What follows belongs to an exercise in optimizing a design on an open flow for small area and a short achievable clock period; a production flow would make more cautious choices.
In this exercise RTL edits were held to simulation tests only and were not proved equivalent to the original.
No activity file was given, so power comes from the tool's default toggle rates.

==> flow/design.v <==
module f007th_core #(
    parameter integer T_BIT    = 16,    
    parameter [0:0]   POLARITY = 1'b0,
    parameter [0:0]   EXP_INIT = 1'b1,
    parameter integer CACHE_AW = 8      
) (
    input  wire        clk,
    input  wire        rst,
    input  wire        rx,
    output reg         o_valid,
    output reg  [2:0]  o_err,
    output reg  [7:0]  o_dev,
    output reg  [3:0]  o_ch,
    output reg         o_batt,
    output reg  [11:0] o_tcode,
    output reg  [7:0]  o_hum
);
    localparam integer T_SHORT = T_BIT / 4;
    localparam integer T_LONG  = T_BIT / 2;
    localparam integer W_TMR   = $clog2(T_LONG + 1);
    localparam integer SLOTS   = 1 << CACHE_AW;
    localparam [1:0] PH_SEARCH = 2'd0;
    localparam [1:0] PH_SHORT  = 2'd1;
    localparam [1:0] PH_LONG   = 2'd2;
    localparam [2:0] ERR_NONE = 3'd0;
    localparam [2:0] ERR_ID   = 3'd1;
    localparam [2:0] ERR_TR   = 3'd2;
    localparam [2:0] ERR_HR   = 3'd3;
    localparam [2:0] ERR_TJ   = 3'd4;
    localparam [2:0] ERR_HJ   = 3'd5;
    reg [1:0]       ph;
    reg [W_TMR-1:0] tmr;
    reg             exp_lvl;
    reg [3:0]       hdr;
    reg             fz;
    reg [7:0]       sr;
    reg [2:0]       nbits;
    reg [2:0]       nbytes;
    reg [7:0]       pkt [0:5];
    reg             c_tset  [0:SLOTS-1];
    reg [11:0]      c_tcode [0:SLOTS-1];
    reg             c_hset  [0:SLOTS-1];
    reg [7:0]       c_hum   [0:SLOTS-1];
    wire match    = (rx == exp_lvl);
    wire tmr_last = (tmr == 1);
    wire hchk     = (ph == PH_LONG) && tmr_last;
    wire exp_new  = exp_lvl ^ match;
    wire bit_val  = exp_new ^ POLARITY;
    wire hdr_ok   = (hdr >= 4'd10);
    wire hdr_hit  = hchk && !fz && bit_val;
    wire hdr_err  = hchk && !fz && !bit_val && !hdr_ok;
    wire emit     = hchk && (fz || (!bit_val && hdr_ok));
    wire [7:0] shifted = {sr[6:0], bit_val};
    wire byte_done = emit && (nbits == 3'd7);
    wire frame     = byte_done && (nbytes == 3'd5);
    wire [7:0]  f_dev   = pkt[1];
    wire        f_batt  = pkt[2][7];
    wire [3:0]  f_ch    = {1'b0, pkt[2][6:4]} + 4'd1;
    wire [11:0] f_tcode = {pkt[2][3:0], pkt[3]};
    wire [7:0]  f_hum   = pkt[4];
    wire [10:0] f_key   = f_dev * f_ch;
    wire [CACHE_AW-1:0] slot = f_key[CACHE_AW-1:0];
    wire        s_tset  = c_tset[slot];
    wire [11:0] s_tcode = c_tcode[slot];
    wire        s_hset  = c_hset[slot];
    wire [7:0]  s_hum   = c_hum[slot];
    wire [11:0] t_diff = (f_tcode >= s_tcode) ? (f_tcode - s_tcode) : (s_tcode - f_tcode);
    wire [7:0]  h_diff = (f_hum >= s_hum) ? (f_hum - s_hum) : (s_hum - f_hum);
    wire chk_id = (f_dev != 8'd0) && (f_ch >= 4'd1) && (f_ch <= 4'd8);
    wire chk_tr = (f_tcode >= 12'd181) && (f_tcode <= 12'd1619);
    wire chk_hr = (f_hum < 8'd100);
    wire chk_tj = !s_tset || (t_diff <= 12'd72);
    wire chk_hj = !s_hset || (h_diff <= 8'd4);
    reg [2:0] verdict;
    always @(*) begin
        if (!chk_id)      verdict = ERR_ID;
        else if (!chk_tr) verdict = ERR_TR;
        else if (!chk_hr) verdict = ERR_HR;
        else if (!chk_tj) verdict = ERR_TJ;
        else if (!chk_hj) verdict = ERR_HJ;
        else              verdict = ERR_NONE;
    end
    wire accept = frame && (verdict == ERR_NONE);
    wire qchk_fail = (ph == PH_SHORT) && tmr_last && !match;
    wire restart   = qchk_fail || hdr_err || frame || (ph == 2'b11);
    always @(posedge clk) begin
        if (rst || restart) begin
            ph      <= PH_SEARCH;
            tmr     <= {W_TMR{1'b0}};
            exp_lvl <= EXP_INIT;
            hdr     <= 4'd0;
            fz      <= 1'b0;
            sr      <= 8'h00;
            nbits   <= 3'd6;
            nbytes  <= 3'd0;
        end else begin
            case (ph)
                PH_SEARCH: begin
                    if (match) begin
                        ph  <= PH_SHORT;
                        tmr <= T_SHORT[W_TMR-1:0];
                    end
                end
                PH_SHORT: begin
                    if (!tmr_last) begin
                        tmr <= tmr - 1'b1;
                    end else begin
                        ph  <= PH_LONG;
                        tmr <= T_LONG[W_TMR-1:0];
                    end
                end
                PH_LONG: begin
                    if (!tmr_last) begin
                        tmr <= tmr - 1'b1;
                    end else begin
                        ph      <= PH_SEARCH;
                        tmr     <= {W_TMR{1'b0}};
                        exp_lvl <= exp_new;
                        if (hdr_hit && !hdr_ok)
                            hdr <= hdr + 4'd1;
                        if (emit && !fz)
                            fz <= 1'b1;
                        if (emit) begin
                            sr <= shifted;
                            if (byte_done) begin
                                nbits  <= 3'd0;
                                nbytes <= nbytes + 3'd1;
                            end else begin
                                nbits  <= nbits + 3'd1;
                            end
                        end
                    end
                end
                default: ;
            endcase
        end
    end
    integer i;
    always @(posedge clk) begin
        if (rst) begin
            for (i = 0; i < 6; i = i + 1)
                pkt[i] <= 8'h00;
        end else if (byte_done) begin
            pkt[nbytes] <= shifted;
        end
    end
    integer k;
    always @(posedge clk) begin
        if (rst) begin
            for (k = 0; k < SLOTS; k = k + 1) begin
                c_tset[k] <= 1'b0;
                c_hset[k] <= 1'b0;
            end
        end else if (accept) begin
            c_tset[slot] <= 1'b1;
            c_hset[slot] <= 1'b1;
        end
    end
    always @(posedge clk) begin
        if (!rst && accept) begin
            c_tcode[slot] <= f_tcode;
            c_hum[slot]   <= f_hum;
        end
    end
    always @(posedge clk) begin
        if (rst) begin
            o_valid <= 1'b0;
            o_err   <= 3'd0;
            o_dev   <= 8'd0;
            o_ch    <= 4'd0;
            o_batt  <= 1'b0;
            o_tcode <= 12'd0;
            o_hum   <= 8'd0;
        end else begin
            o_valid <= frame;
            if (frame)
                o_err <= verdict;
            if (accept) begin
                o_dev   <= f_dev;
                o_ch    <= f_ch;
                o_batt  <= f_batt;
                o_tcode <= f_tcode;
                o_hum   <= f_hum;
            end
        end
    end
endmodule
==> flow/run.sh <==
#!/bin/bash
# synth_recipe.tcl (not shown) runs the flow's synth.tcl, then flattens the netlist and writes it again
# the make line also repeats each setting of config.mk as NAME=value (left out here)
make -C /OpenROAD-flow-scripts/flow DESIGN_CONFIG=/design/flow/config.mk WORK_HOME=/design/flow/orfs CLKGATE_MAP_FILE= SYNTH_SCRIPT=/design/flow/synth_recipe.tcl finish
==> flow/config.mk <==
export PLATFORM = sky130hd
export DESIGN_NAME = f007th_core
export DESIGN_NICKNAME = f007th_core
export VERILOG_FILES = /design/flow/design.v
export SDC_FILE = /design/flow/constraint.sdc
export NUM_CORES = 4
export LEC_CHECK = 0
export CAP_MARGIN = 20
export CORE_MARGIN = 2
export CORE_UTILIZATION = 40
export PLACE_DENSITY = 0.6
export SLEW_MARGIN = 20
==> flow/constraint.sdc <==
create_clock -name core_clock -period 12.0 [get_ports {clk}]
set_input_delay 2.4000 -clock core_clock [delete_from_list [all_inputs] [get_ports {clk}]]
set_output_delay 2.4000 -clock core_clock [all_outputs]
set_load 0.01 [all_outputs]
==> summary.txt <==
[timing repair]
action	in CTS	in global routing
endpoints found under the setup margin	0	2439
resized for setup	0	5
buffers inserted	0	4
[cells in the final DEF (no fill, tap or decap), types with 112 or more instances in the layout]
cell          n
edfxtp_1   5152
mux4_2     1747
clkbuf_16   606
dfxtp_1     574
buf_4       565
a22o_1      285
nand2_1     269
nor2_1      217
clkbuf_1    122
o2bb2ai_1   114
clkinv_1    114
and3_1      112
[where the power goes]
| part | switching [uW] | total, uW | leakage (uW) | internal, uW |
|---|---|---|---|---|
| Clock | 7690 | 18100 | 0.00922 | 10400 |
| Sequential | 17.3 | 21700 | 0.0509 | 21700 |
| Combinational | 5590 | 8100 | 0.0197 | 2510 |
| Total | 13300 | 47900 | 0.0798 | 34600 |
[layout make-up]
cell class                      count  area [um2]  area share
Timing Repair Buffer              682        6130      0.0239
Antenna cell                       69         173    0.000674
Inverter                           87         334     0.00130
Multi-Input combinational cell   3765       55100       0.215
Clock inverter                    301        2960      0.0115
Tap cell                         7452        9320      0.0364
Sequential cell                  5726      166000       0.649
Clock buffer                      757       16000      0.0624
[state kept, by name (all words and copies together), names as in the netlist]
signal and count:
fz 1, nbits 3, c_hum 2048, c_tset 256, nbytes 3, ph 2
tmr 4, o_dev 8, o_ch 4, pkt 32, o_batt 1, o_valid 1
o_err 3, hdr 4, o_tcode 12, c_hset 256, o_hum 8, exp_lvl 1
sr 7, c_tcode 3072
[routing by layer]
metal	part of all wire	track usage
met1	0.39	0.316
met2	0.47	0.355
met3	0.10	0.0496
met4	0.042	0.0843
met5	0.00012	0
[worst max path at each step]
stage | from | to | slack (ns) | cells past startpoint
after floorplan | pkt[2][4] | c_hum[131][0] | 1.19 | 36
after global placement | pkt[2][4] | c_tcode[198][1] | 0.34 | 30
after detailed placement | pkt[2][4] | c_hum[198][7] | 0.33 | 30
after CTS | pkt[2][4] | c_tcode[198][3] | 0.23 | 30
after global routing | pkt[2][4] | c_tcode[8][11] | 0.15 | 31
final | pkt[2][4] | c_tset[98] | 0.40 | 31
[cells by family after synthesis]
family | after synthesis | share of synthesized area
muxes | 1824 | 0.179
AOI/OAI and AO/OA | 899 | 0.0330
adders and majority gates | 69 | 0.00415
buffers and inverters | 815 | 0.0166
and+or+nand+nor | 948 | 0.0244
xor gates and xnor gates | 25 | 0.000977
DFF | 5726 | 0.742
[per-stage QoR]
step | setup slack [ns] | power (uW)
after detailed placement | 0.325 | 30000
after global routing | 0.155 | 49000
final | 0.403 | 47900
after CTS | 0.231 | 47900
after floorplan | 1.19 | 26400
after global placement | 0.339 | 29900
[worst max-delay path, delay by kind of cell, from the launching register on]
family                     cells  cell delay, ns
and+or+nand+nor                6            1.48
AOI/OAI and AO/OA              9            3.46
buffers and inverters          9            2.12
adders and majority gates      5            2.53
DFF                            1            0.56
muxes                          2            0.87
==> results_tabular.tex <==
\begin{tabular}{lr}
\hline
Metric & Value \\
\hline
\multicolumn{2}{l}{\textbf{Worst setup path}} \\
Worst reg-to-reg setup slack & 0.40 ns \\
Type of origin of the critical path & register \\
Worst r2r src & pkt[2][4] \\
Startpoint-to-endpoint class of the critical path & reg2reg \\
Cells on worst reg2reg path & 31 \\
CP max-delay cell & fa\_4 \\
Required time of the critical path & 13.01 ns \\
Crit path max fanout & 187 \\
Reg-to-reg endpoint & c\_tset[98] \\
CP peak stage delay & 0.86 ns \\
Worst endpoint data arrival time & 12.60 ns \\
Crit. End Element & register \\
\multicolumn{2}{l}{\textbf{Floorplanning}} \\
Initial core utilization & 0.402 \\
Die Outline Area & 566,000 um2 \\
Height of the chip & 752 um \\
Die Width & 752 um \\
CORE AREA & 557,000 um2 \\
I/O pin count & 40 \\
Cell row count & 274 \\
\multicolumn{2}{l}{\textbf{Drt}} \\
Drt via density & 6.11 \\
DR pass1 iterations & 16 \\
Drt wl/cell & 35.0 um \\
DRT antenna net count & 0 \\
Total Wirelength & 660 mm \\
Vias after detailed routing & 115,000 \\
Initial DRC count & 17,600 \\
Residual DRC count & 0 \\
\multicolumn{2}{l}{\textbf{Final layout}} \\
Count of filler cells inserted in the layout & 45,700 \\
Area overhead of the layout relative to synthesis & 14.4\% \\
Fin area & 256,000 um2 \\
Final Non-Filler Cells & 18,800 \\
Share of post-route cells with drive strength above 1 & 0.299 \\
Final core utilization & 0.460 \\
Fin nets & 10,900 \\
\multicolumn{2}{l}{\textbf{Min path}} \\
End of the worst hold path & c\_hset[148] \\
Worst Hold Launch & c\_hset[148] \\
Type of the tightest min-delay check & reg2reg \\
Worst hold path cell count & 2 \\
\multicolumn{2}{l}{\textbf{Synthesis}} \\
Post-synth design cell area & 224,000 um2 \\
Synth cell count leaders & 5,152 x edfxtp\_1, 1,747 x mux4\_2, 574 x dfxtp\_1 \\
Ranking of synthesized cells by area & edfxtp\_1 69\%, mux4\_2 18\%, dfxtp\_1 5.1\%, a22o\_1 1.1\%, clkbuf\_1 0.60\% \\
Mean post-synth cell area & 21.7 um2 \\
Share of the synthesized area in the top cell type & 0.691 \\
Post-Synthesis Net Count & 10,400 \\
Proportion of synthesized flip-flops having asynchronous set or reset & 0 \\
Number of enable-type register cells in the synthesized netlist & 5,152 \\
Post-synthesis cell count & 10,300 \\
Library cell with the largest summed area after synthesis & edfxtp\_1 \\
FF+latch count, synth & 5,726 \\
Sequential area share after synthesis & 0.742 \\
Most used flip-flop cell after synthesis & edfxtp\_1 \\
Yosys cell types & 83 \\
Leading cell type by number of instances after synthesis & edfxtp\_1 \\
Number of warnings printed during yosys synthesis & 1 \\
\multicolumn{2}{l}{\textbf{CTS}} \\
Clock insertion delay at the later pin of the skew report & 1.10 ns \\
Clock H-tree levels & 6 \\
Clock input transition at the sequential cells of the worst setup and hold paths & 0.06 ns \\
TritonCTS Sinks & 5,726 \\
CTS Hold Buffers Added & 0 \\
CTS tree & built \\
Number of buffers created by CTS & 589 \\
Buffer cell driving the clock tree root & clkbuf\_16 \\
CTS Buffer Depth & 4 \\
\multicolumn{2}{l}{\textbf{STA}} \\
Peak clock frequency supported by timing & 0.0862 GHz \\
Setup TNS & 0 ns \\
Final Skew & 0.0905 ns \\
Final slew viol count & 0 \\
Tightest hold margin & 0.455 ns \\
Tightest Pin Transition & 1.33 ns \\
Normalized max-slew margin & 0.101 \\
Fin crit share & 0.966 \\
Number of hold violations in the final report & 0 \\
Setup repair after global routing missed its margin & no \\
Setup violation total in the final timing report & 0 \\
Final critical-path required period & 11.60 ns \\
\multicolumn{2}{l}{\textbf{Place}} \\
Final GP Congestion & 0.951 \\
IO Port Bufs & 39 \\
Placed inst area & 237,000 um2 \\
Placed cells & 17,700 \\
Post-DP HPWL & 414 mm \\
\multicolumn{2}{l}{\textbf{GRT}} \\
Wire length of the first global-routing pass & 912 mm \\
Total global routing overflow & 0 \\
Total Routing Usage GR & 0.227 \\
Via count of the first global-routing pass & 113,000 \\
Number of antenna violations at the first check in global routing & 73 \\
Maximum number of pins on one net before global-route repair & 253 \\
\multicolumn{2}{l}{\textbf{Flow run}} \\
Max-capacitance violation count & 0 \\
\multicolumn{2}{l}{\textbf{Outcome}} \\
Status & timing/DRC/antenna clean \\
\multicolumn{2}{l}{\textbf{Pwr}} \\
Ratio of total power to cell area & 187 nW/um2 \\
Leakage Power & 0.0798 uW \\
Worst-case vdd ir drop & 0.195 mV \\
\hline
\end{tabular}

[re-timing with driven ports]
No port has a modelled driver above. Below, the same layout with a new extraction and two added sets of constraints.
Step 1 (the two cells are an assumption about what drives the block):
set clk [get_ports {clk}]
set_driving_cell -lib_cell sky130_fd_sc_hd__clkbuf_16 $clk
set_driving_cell -lib_cell sky130_fd_sc_hd__buf_2 [delete_from_list [all_inputs] $clk]
Step 2 moves the port delays by t, midway between the first and last clock arrival at a register: inputs arrive t later, outputs are due t later. That takes back most of the time a late clock gives input paths.
a / b / c = ideal ports / drivers / drivers and shift; a / b = the first two.
t (ns): 1.187
setup WS [ns]: 0.403 / 0.403 / 0.403
clock arrival spread, ns: 0.090 / 0.090
After both steps setup and hold are still met in this run. The setup slack of this run moves by 0.000 ns with the drivers and by 0.000 ns with both steps.
